This design comes from an exercise in tuning for small area, a short achievable clock period and few clock cycles on the open sky130 flow, not from production work.
Function was checked by simulation only, so behaviour that the tests miss may differ from the original.
No activity file was given, so power comes from the tool's default toggle rates.

Design surgeon_core, start of the top module:
module surgeon_core (
    input  wire        clk,
    input  wire        rst,
    input  wire        cmd_valid,
    output wire        cmd_ready,
    input  wire [63:0] cmd,
    output reg         resp_valid,
    output wire [63:0] resp
);
For scale: ~1,300 cells after synthesis, about 370 flip-flops, about 130 I/O pins.
export LEC_CHECK = 0
export CAP_MARGIN = 20
export CORE_MARGIN = 2
export CORE_UTILIZATION = 55
export SETUP_SLACK_MARGIN = 2.5
export SLEW_MARGIN = 20
create_clock -name core_clock -period 5.0 [get_ports {clk}]
standard.sh (not shown) runs the stock make flow with config.mk's settings and CLKGATE_MAP_FILE= SYNTH_SCRIPT=/design/flow/synth_recipe.tcl, a recipe that flattens the netlist after the stock synthesis.
==> flow/flow/run.sh <==
#!/bin/bash
set -euo pipefail
export BUFFER_PORTS_ARGS="-buffer_cell sky130_fd_sc_hd__buf_4"
export DONT_USE_CELLS="sky130_fd_sc_hd__a2111o_1 sky130_fd_sc_hd__a2111o_2 sky130_fd_sc_hd__a2111o_4 sky130_fd_sc_hd__a2111oi_0 sky130_fd_sc_hd__a2111oi_1 sky130_fd_sc_hd__a2111oi_2 sky130_fd_sc_hd__a2111oi_4 sky130_fd_sc_hd__nor4_1 sky130_fd_sc_hd__nor4_2 sky130_fd_sc_hd__nor4_4 sky130_fd_sc_hd__nor4b_1 sky130_fd_sc_hd__nor4b_2 sky130_fd_sc_hd__nor4b_4 sky130_fd_sc_hd__nor4bb_1 sky130_fd_sc_hd__nor4bb_2 sky130_fd_sc_hd__nor4bb_4 sky130_fd_sc_hd__o2111a_1 sky130_fd_sc_hd__o2111a_2 sky130_fd_sc_hd__o2111a_4 sky130_fd_sc_hd__o2111ai_1 sky130_fd_sc_hd__o2111ai_2 sky130_fd_sc_hd__o2111ai_4 sky130_fd_sc_hd__or4_1 sky130_fd_sc_hd__or4_2 sky130_fd_sc_hd__or4_4 sky130_fd_sc_hd__or4b_1 sky130_fd_sc_hd__or4b_2 sky130_fd_sc_hd__or4b_4 sky130_fd_sc_hd__or4bb_1 sky130_fd_sc_hd__or4bb_2 sky130_fd_sc_hd__or4bb_4 "
bash standard.sh > standard_flow.log 2>&1
The baseline finished clean.
Testbench counts at the start, summed over its fixed seeds: cycles 12,008.
Change:
==> flow/flow/run.sh (replaced) <==
#!/bin/bash
set -euo pipefail
export BUFFER_PORTS_ARGS="-buffer_cell sky130_fd_sc_hd__buf_4"
bash standard.sh > standard_flow.log 2>&1
Settings changed: CORE_UTILIZATION 55 to 40, CTS_BUF_LIST set to sky130_fd_sc_hd__clkbuf_8.
Outcome: Design area decreases by 4.2%; critical path depth is lower by 3; sequential share of layout area goes up by 2.0 points.
Change:
==> flow/flow/run.sh (replaced) <==
#!/bin/bash
set -euo pipefail
export BUFFER_PORTS_ARGS="-buffer_cell sky130_fd_sc_hd__buf_4"
export DONT_USE_CELLS="sky130_fd_sc_hd__a2111o_1 sky130_fd_sc_hd__a2111o_2 sky130_fd_sc_hd__a2111o_4 sky130_fd_sc_hd__a2111oi_0 sky130_fd_sc_hd__a2111oi_1 sky130_fd_sc_hd__a2111oi_2 sky130_fd_sc_hd__a2111oi_4 sky130_fd_sc_hd__nor4_1 sky130_fd_sc_hd__nor4_2 sky130_fd_sc_hd__nor4_4 sky130_fd_sc_hd__nor4b_1 sky130_fd_sc_hd__nor4b_2 sky130_fd_sc_hd__nor4b_4 sky130_fd_sc_hd__nor4bb_1 sky130_fd_sc_hd__nor4bb_2 sky130_fd_sc_hd__nor4bb_4 sky130_fd_sc_hd__o2111a_1 sky130_fd_sc_hd__o2111a_2 sky130_fd_sc_hd__o2111a_4 sky130_fd_sc_hd__o2111ai_1 sky130_fd_sc_hd__o2111ai_2 sky130_fd_sc_hd__o2111ai_4 sky130_fd_sc_hd__or4_1 sky130_fd_sc_hd__or4_2 sky130_fd_sc_hd__or4_4 sky130_fd_sc_hd__or4b_1 sky130_fd_sc_hd__or4b_2 sky130_fd_sc_hd__or4b_4 sky130_fd_sc_hd__or4bb_1 sky130_fd_sc_hd__or4bb_2 sky130_fd_sc_hd__or4bb_4 "
bash standard.sh > standard_flow.log 2>&1
Settings changed: CORE_UTILIZATION 40 to 55, CTS_BUF_LIST sky130_fd_sc_hd__clkbuf_8 to sky130_fd_sc_hd__clkbuf_4.
What happened:
- The changed run completed with no timing, DRC or antenna violations
- final area went down by 5.0%
- routed wire length came out lower by 9.0%
- utilization is higher by 16 points
- power drops by 4.7%
- combinational power is lower by 9.9%
- global-route usage rises by 9.2 points
Change:
==> flow/run.sh (new file) <==
#!/bin/bash
# synth_recipe.tcl (not shown) runs the flow's synth.tcl, then flattens the netlist and writes it again
# the make line also repeats each setting of config.mk as NAME=value (left out here)
make -C /OpenROAD-flow-scripts/flow DESIGN_CONFIG=/design/flow/config.mk WORK_HOME=/design/flow/orfs CLKGATE_MAP_FILE= SYNTH_SCRIPT=/design/flow/synth_recipe.tcl finish
Settings changed: CORE_UTILIZATION 55 to 40, CTS_BUF_LIST sky130_fd_sc_hd__clkbuf_4 to sky130_fd_sc_hd__clkbuf_8.
removed: flow/flow/run.sh
removed: flow/standard.sh
What happened:
- worst setup slack degrades by 0.069 ns
- power grows by 6.2%
- area after synthesis is unchanged
- wire length rose by 13%
- die area climbs by 37%
- sequential power hardly moves
- clock power climbs by 12%
- design area grows by 9.9%
- fmax goes down by 2.6%
- via count rose by 1.7%
Change:
Settings changed: CTS_BUF_LIST sky130_fd_sc_hd__clkbuf_8 to unset.
=> The changed run finished with timing, DRC and antenna clean. Register-to-register slack loses 0.03 ns. Design area rises by 5.3%. Via count rose by 1.9%. Count of clock-buffer cells in the layout goes down by 13.

-- afterwards: timing with drivers on the ports --
The results above use ideal ports. As a check the final layouts listed here were re-extracted and re-timed, cells and wires unchanged. Step 1 assumes that a clkbuf_16 drives the clock port and a buf_2 every other input. Step 2 times the ports against the registers' clock, not the clock port: input delays grow and output delays shrink by t, the midpoint of the rising clock arrivals with the driver on. Three values: ideal ports, drivers, drivers and shift; two values: the first two.
| run | shift t [ns] | slack for setup (ns) | hold slack, ns | worst slew at a driven data input, ns | cell pins on the clock port's net |
|---|---|---|---|---|---|
| the first run | 0.583 | 2.227 / 2.232 / 1.650 | 0.505 / 0.505 / 0.505 | 0.26 | 1 |
| the second run | 0.722 | 2.384 / 2.379 / 1.657 | 0.495 / 0.495 / 0.495 | 0.23 | 1 |
| the third run | 0.805 | 2.410 / 2.405 / 1.600 | 0.448 / 0.430 / 0.496 | 0.06 | 1 |
| the fourth run | 0.712 | 2.341 / 2.340 / 1.629 | 0.509 / 0.517 / 0.517 | 0.06 | 1 |
| the fifth run | 0.600 | 2.208 / 2.238 / 1.638 | 0.495 / 0.495 / 0.495 | 0.06 | 1 |
After both steps every run listed still meets setup and hold. The setup slack of the third run, which loses most, moves by -0.005 ns with the drivers and by -0.810 ns with both steps.
